What follows belongs to an exercise in optimizing a design on an open flow for a short achievable clock period and few clock cycles; a production flow would make more cautious choices.
Function was checked by simulation only, so behaviour that the tests miss may differ from the original.
Power is estimated from default activity; no workload was simulated.

==> zinc: inputs <==
==> flow/design.v <==
module rlgr_decoder (
    input  wire        clk,
    input  wire        rst,           
    input  wire        start,
    input  wire [12:0] count,         
    input  wire [16:0] len,           
    input  wire [3:0]  kr_init,
    input  wire [3:0]  kgr_init,
    output wire        busy,
    output reg         done,
    output reg         err,
    output reg  [19:0] bits_used,
    output reg  [12:0] emitted,
    output reg  [3:0]  kr_out,
    output reg  [3:0]  kgr_out,
    output wire        in_ren,
    output wire [13:0] in_addr,
    input  wire [31:0] in_rdata,
    output wire        coef_we,
    output wire [11:0] coef_addr,
    output wire [15:0] coef_wdata
);
    localparam B  = 128;    
    localparam FD = 16;     
    reg         busy_r;
    reg  [12:0] n_tgt;
    reg  [16:0] len_r;
    reg  [3:0]  kr0_r, kgr0_r;
    wire bad_cmd = (count[12] && (count[11:0] != 12'd0)) ||
                   (len[16] && (len[15:0] != 16'd0));
    wire go = start && !busy_r;
    assign busy = busy_r;
    reg         ren_r;
    reg  [13:0] raddr_r;
    reg  [5:0]  rtag_r;       
    reg  [14:0] faddr;        
    reg         rdv;          
    reg  [5:0]  rdtag;
    reg         wv;           
    reg  [5:0]  wbits;
    reg  [31:0] wreg;
    assign in_ren  = ren_r;
    assign in_addr = raddr_r;
    reg  [B-1:0] bbuf;
    reg  [7:0]   fill;
    reg  [3:0]   kr, kgr;
    reg          uact;         
    reg          dact;         
    reg  [4:0]   fcnt;         
    wire         more_words = ({faddr, 2'b00} < {2'b00, len_r});
    wire         eos = !more_words && !ren_r && !rdv && !wv;
    wire [B-1:0] ins  = wv ? ({wreg[7:0], wreg[15:8], wreg[23:16], wreg[31:24], {(B-32){1'b0}}} >> fill)
                           : {B{1'b0}};
    wire [B-1:0] bufi = bbuf | ins;
    wire [7:0]   filli = fill + (wv ? {2'b00, wbits} : 8'd0);
    wire [47:0]  d  = bbuf[B-1 -: 48];
    wire [31:0]  dz = d[47:16];
    reg  [4:0]   lz;
    integer      j;
    always @(*) begin
        lz = 5'd0;
        for (j = 0; j < 32; j = j + 1)
            if (dz[j]) lz = 5'd31 - j[4:0];
    end
    wire         allz = (dz == 32'd0);
    wire         isrun = !uact && d[47];
    wire [8:0]   fill9 = {1'b0, fill};
    wire         run_ok = (fill9 >= {5'd0, kr} + 9'd1);
    wire [8:0]   vlim = fill9 - {5'd0, kgr} - 9'd2;           
    wire         val_ok = !vlim[8] && (vlim >= {4'd0, lz});
    wire         sym_ok = !allz && (isrun ? run_ok : val_ok);
    wire         chk_ok = allz && (fill >= 8'd32);
    wire         den = dact && (fcnt <= FD - 3);
    wire         c_sym = den && sym_ok;
    wire         c_chk = den && chk_ok;
    wire         stuck = den && !sym_ok && !chk_ok && eos;
    wire [5:0]   sym_len = isrun ? ({2'b00, kr} + 6'd1) : ({1'b0, lz} + {2'b00, kgr} + 6'd2);
    wire [B-1:0] pre   = isrun ? (bufi << ({1'b0, kr} + 5'd1)) : (bufi << ({1'b0, kgr} + 5'd2));
    wire [B-1:0] shs   = pre << lz;
    wire [B-1:0] buf_n = c_sym ? shs : c_chk ? (bufi << 32) : bufi;
    wire [7:0]   fill_n = filli - (c_sym ? {2'b00, sym_len} : c_chk ? 8'd32 : 8'd0);
    wire [47:0]  dsh = d << lz;
    wire [15:0]  pay = dsh[46:31];
    wire [3:0]   kr_inc = (kr == 4'd15) ? 4'd15 : kr + 4'd1;
    wire [15:0]  rem1f  =   
                         ({1'b0, d[45:31]} >> (4'd15 - kgr)) + 16'd1;
    reg  [3:0]   lg;
    always @(*) begin
        lg = 4'd0;
        for (j = 0; j < 16; j = j + 1)
            if (rem1f[j]) lg = j[3:0];
    end
    wire         q_is1 = !uact && (d[47:46] == 2'b01);
    wire [3:0]   kgr_val = q_is1 ? (kgr - lg) : 4'd0;
    localparam [1:0] EV_CHK = 2'd0, EV_RUN = 2'd1, EV_VAL = 2'd2, EV_STOP = 2'd3;
    reg         ev_v;
    reg  [1:0]  ev_k;
    reg  [4:0]  ev_lz;
    reg  [15:0] ev_pay;
    reg  [3:0]  ev_kr, ev_kgr;        
    reg  [3:0]  ev_krn, ev_kgrn;      
    reg  [5:0]  ev_len;
    reg         s2act;
    reg  [14:0] qch;          
    reg  [19:0] p2;           
    reg  [12:0] rem2;         
    reg  [19:0] res_pos;
    reg  [3:0]  res_kr, res_kgr;
    reg  [12:0] res_emit;
    wire [15:0] rv   = {1'b0, ev_pay[15:1]} >> (4'd15 - ev_kr);
    wire [16:0] run  = {1'b0, rv} + 17'd1;
    wire        run_cut = (run >= {4'd0, rem2});
    wire [12:0] run_n = run_cut ? rem2 : run[12:0];
    wire [19:0] q    = {qch, ev_lz};
    wire [19:0] qm1  = q - 20'd1;
    wire [34:0] qsh  = {15'd0, qm1} << ev_kgr;
    wire [15:0] remv = {1'b0, ev_pay[15:1]} >> (4'd15 - ev_kgr);
    wire        sgn  = ev_pay[4'd15 - ev_kgr];
    wire        big  = (qsh[34:15] != 20'd0);
    wire [14:0] mag  = qsh[14:0] | remv[14:0];
    wire [15:0] val  = big ? (sgn ? 16'h8000 : 16'h7fff)
                     : sgn ? {1'b1, ~mag}
                     : (mag == 15'h7fff) ? 16'h7fff : {1'b0, mag} + 16'd1;
    reg  [15:0] fq_val [0:FD-1];
    reg  [12:0] fq_cnt [0:FD-1];
    reg  [3:0]  fq_wp, fq_rp;
    reg  [4:0]  fq_n;
    reg         push;
    reg  [15:0] push_val;
    reg  [12:0] push_cnt;
    reg         w_act;
    reg  [15:0] w_val;
    reg  [12:0] w_cnt;
    reg  [12:0] widx;
    reg  [12:0] wrem;         
    reg         we_r;
    reg  [11:0] wa_r;
    reg  [15:0] wd_r;
    assign coef_we    = we_r;
    assign coef_addr  = wa_r;
    assign coef_wdata = wd_r;
    wire        fq_ne = (fq_n != 5'd0);
    wire [15:0] h_val = fq_val[fq_rp];
    wire [12:0] h_cnt = fq_cnt[fq_rp];
    wire        wr    = busy_r && (w_act || fq_ne);
    wire [15:0] wr_v  = w_act ? w_val : h_val;
    wire [12:0] wr_c  = w_act ? w_cnt : h_cnt;
    wire        pop   = busy_r && !w_act && fq_ne;
    always @(*) begin
        push     = 1'b0;
        push_val = 16'd0;
        push_cnt = 13'd1;
        if (ev_v && s2act) begin
            case (ev_k)
            EV_RUN:  begin push = 1'b1; push_cnt = run_n; end
            EV_VAL:  begin push = 1'b1; push_val = val; end
            EV_STOP: begin push = 1'b1; push_cnt = rem2; end
            default: ;
            endcase
        end
    end
    integer k;
    always @(posedge clk) begin
        if (rst) begin
            busy_r    <= 1'b0;
            done      <= 1'b0;
            err       <= 1'b0;
            bits_used <= 20'd0;
            emitted   <= 13'd0;
            kr_out    <= 4'd0;
            kgr_out   <= 4'd0;
            ren_r     <= 1'b1;
            raddr_r   <= 14'd0;
            rdv       <= 1'b0;
            wv        <= 1'b0;
            dact      <= 1'b0;
            ev_v      <= 1'b0;
            s2act     <= 1'b0;
            w_act     <= 1'b0;
            we_r      <= 1'b0;
            fq_n      <= 5'd0;
            fq_wp     <= 4'd0;
            fq_rp     <= 4'd0;
            fcnt      <= 5'd0;
            faddr     <= 15'd0;
            len_r     <= 17'd0;
        end else begin
            done <= 1'b0;
            we_r <= 1'b0;
            if (go) begin
                n_tgt   <= count;
                len_r   <= len;
                kr0_r   <= kr_init;
                kgr0_r  <= kgr_init;
                kr      <= kr_init;
                kgr     <= kgr_init;
                bbuf    <= {B{1'b0}};
                fill    <= 8'd0;
                uact    <= 1'b0;
                ev_v    <= 1'b0;
                qch     <= 15'd0;
                p2      <= 20'd0;
                rem2    <= count;
                res_pos <= 20'd0;
                res_kr  <= kr_init;
                res_kgr <= kgr_init;
                res_emit <= 13'd0;
                w_act   <= 1'b0;
                widx    <= 13'd0;
                wrem    <= count;
                fq_n    <= 5'd0;
                fq_wp   <= 4'd0;
                fq_rp   <= 4'd0;
                fcnt    <= 5'd0;
                wv      <= 1'b0;
                rdv     <= (len != 17'd0);
                rdtag   <= (len[16:2] != 15'd0) ? 6'd32 : {1'b0, len[1:0], 3'b000};
                ren_r   <= 1'b1;
                raddr_r <= 14'd0;
                faddr   <= 15'd1;
                if (bad_cmd) begin
                    done  <= 1'b1;
                    err   <= 1'b1;
                    dact  <= 1'b0;
                    s2act <= 1'b0;
                end else if (count == 13'd0) begin
                    done      <= 1'b1;
                    err       <= 1'b0;
                    bits_used <= 20'd0;
                    emitted   <= 13'd0;
                    kr_out    <= kr_init;
                    kgr_out   <= kgr_init;
                    dact      <= 1'b0;
                    s2act     <= 1'b0;
                end else begin
                    busy_r  <= 1'b1;
                    dact    <= 1'b1;
                    s2act   <= 1'b1;
                    ren_r   <= (len > 17'd4);
                    raddr_r <= 14'd1;
                    rtag_r  <= (len >= 17'd8) ? 6'd32 : {1'b0, len[1:0], 3'b000};
                    faddr   <= (len > 17'd4) ? 15'd2 : 15'd1;
                end
            end else if (busy_r) begin
                rdv   <= ren_r;
                rdtag <= rtag_r;
                wv    <= rdv;
                wbits <= rdtag;
                wreg  <= in_rdata;
                if (more_words &&
                    ({1'b0, fill} + {3'd0, ren_r, 5'd0} + {3'd0, rdv, 5'd0} + {3'd0, wv, 5'd0}
                     <= B - 32)) begin
                    ren_r   <= 1'b1;
                    raddr_r <= faddr[13:0];
                    rtag_r  <= ({faddr, 2'b11} < {2'b00, len_r}) ? 6'd32 : {1'b0, len_r[1:0], 3'b000};
                    faddr   <= faddr + 15'd1;
                end else begin
                    ren_r   <= 1'b0;
                end
                bbuf <= buf_n;
                fill <= fill_n;
                ev_v <= c_sym || c_chk || stuck;
                ev_lz  <= lz;
                ev_pay <= pay;
                ev_kr  <= kr;
                ev_kgr <= kgr;
                ev_krn <= kr_inc;
                ev_kgrn <= isrun ? kgr : kgr_val;
                ev_len <= c_chk ? 6'd32 : sym_len;
                ev_k   <= stuck ? EV_STOP : c_chk ? EV_CHK : isrun ? EV_RUN : EV_VAL;
                if (stuck)
                    dact <= 1'b0;
                if (c_chk)
                    uact <= 1'b1;
                if (c_sym) begin
                    uact <= 1'b0;
                    kr   <= kr_inc;
                    if (!isrun) kgr <= kgr_val;
                end
                fcnt <= fcnt + {4'd0, c_sym | stuck} - {4'd0, pop};
                if (ev_v && s2act) begin
                    case (ev_k)
                    EV_CHK: begin
                        qch <= qch + 15'd1;
                        p2  <= p2 + 20'd32;
                    end
                    EV_RUN, EV_VAL: begin
                        qch     <= 15'd0;
                        p2      <= p2 + {14'd0, ev_len};
                        res_pos <= p2 + {14'd0, ev_len};
                        res_kr  <= ev_krn;
                        res_kgr <= ev_kgrn;
                        rem2    <= rem2 - push_cnt;
                        if (rem2 == push_cnt) begin
                            s2act    <= 1'b0;
                            dact     <= 1'b0;
                            res_emit <= n_tgt;
                        end
                    end
                    EV_STOP: begin
                        s2act    <= 1'b0;
                        res_emit <= n_tgt - rem2;
                    end
                    endcase
                end
                if (push) begin
                    fq_val[fq_wp] <= push_val;
                    fq_cnt[fq_wp] <= push_cnt;
                    fq_wp <= fq_wp + 4'd1;
                end
                fq_n <= fq_n + {4'd0, push} - {4'd0, pop};
                if (pop)
                    fq_rp <= fq_rp + 4'd1;
                if (wr) begin
                    we_r  <= 1'b1;
                    wa_r  <= widx[11:0];
                    wd_r  <= wr_v;
                    widx  <= widx + 13'd1;
                    wrem  <= wrem - 13'd1;
                    w_val <= wr_v;
                    w_cnt <= wr_c - 13'd1;
                    w_act <= (wr_c != 13'd1);
                    if (wrem == 13'd1) begin
                        done      <= 1'b1;
                        busy_r    <= 1'b0;
                        err       <= 1'b0;
                        bits_used <= res_pos;
                        emitted   <= res_emit;
                        kr_out    <= res_kr;
                        kgr_out   <= res_kgr;
                        ren_r     <= 1'b1;
                        raddr_r   <= 14'd0;
                    end
                end
            end else begin
                ren_r   <= 1'b1;
                raddr_r <= 14'd0;
            end
        end
    end
endmodule
==> flow/run.sh <==
#!/bin/bash
# synth_recipe.tcl (not shown) runs the flow's synth.tcl, then flattens the netlist and writes it again
# the make line also repeats each setting of config.mk as NAME=value (left out here)
make -C /OpenROAD-flow-scripts/flow DESIGN_CONFIG=/design/flow/config.mk WORK_HOME=/design/flow/orfs CLKGATE_MAP_FILE= SYNTH_SCRIPT=/design/flow/synth_recipe.tcl finish
==> flow/config.mk <==
export PLATFORM = sky130hd
export DESIGN_NAME = rlgr_decoder
export DESIGN_NICKNAME = rlgr_decoder
export VERILOG_FILES = /design/flow/design.v
export SDC_FILE = /design/flow/constraint.sdc
export NUM_CORES = 4
export LEC_CHECK = 0
export CAP_MARGIN = 20
export CORE_MARGIN = 2
export CORE_UTILIZATION = 40
export SETUP_SLACK_MARGIN = 5
export SLEW_MARGIN = 20
==> flow/constraint.sdc <==
create_clock -name core_clock -period 9.0 [get_ports {clk}]
set_input_delay 1.8000 -clock core_clock [delete_from_list [all_inputs] [get_ports {clk}]]
set_output_delay 1.8000 -clock core_clock [all_outputs]
set_load 0.01 [all_outputs]
==> garnet (differences from zinc) <==
- SETUP_SLACK_MARGIN: 5 -> default
==> summary of the runs <==
- zinc completed without violations. garnet completed with no timing, DRC or antenna violations.
- In garnet the via count is lower than in zinc, by about 8%.
- Combinational power: zinc is larger than garnet (42%).
- Between garnet and zinc, the lower first-iteration DRC count is in garnet (gap about 10%, measured against zinc).
- In garnet the final cell count is smaller than in zinc, by 7.2%.
- Between garnet and zinc, the lower total power is in garnet (gap about 16%, measured against zinc).
Testbench counts of zinc, summed over its fixed seeds: cycles 197,992.
Testbench counts of garnet, summed over its fixed seeds: cycles 197,992.

-- port drivers added, routing unchanged --
No port has a modelled driver above. Below, the same layouts with a new extraction and two added sets of constraints.
Step 1, drivers: a clkbuf_16 drives clk and a buf_2 each remaining input, both assumed.
Step 2 adds t to the input delays and takes it off the output delays; t is the mean of the earliest and latest rising clock arrival at the registers after step 1. Input paths then give back, and output paths get back, about the clock's delay inside the block.
a / b / c = ideal / step 1 / step 2; a / b = the first two.
run | t (ns) | slack for setup (ns) | latest minus earliest clock arrival (ns) | worst register clock-pin slew, ns
zinc | 0.885 | 2.175 / 2.175 / 2.175 | 0.072 / 0.072 | 0.08 / 0.08
garnet | 0.851 | 0.848 / 0.848 / 0.848 | 0.056 / 0.056 | 0.07 / 0.07
After both steps every run listed still meets setup and hold.
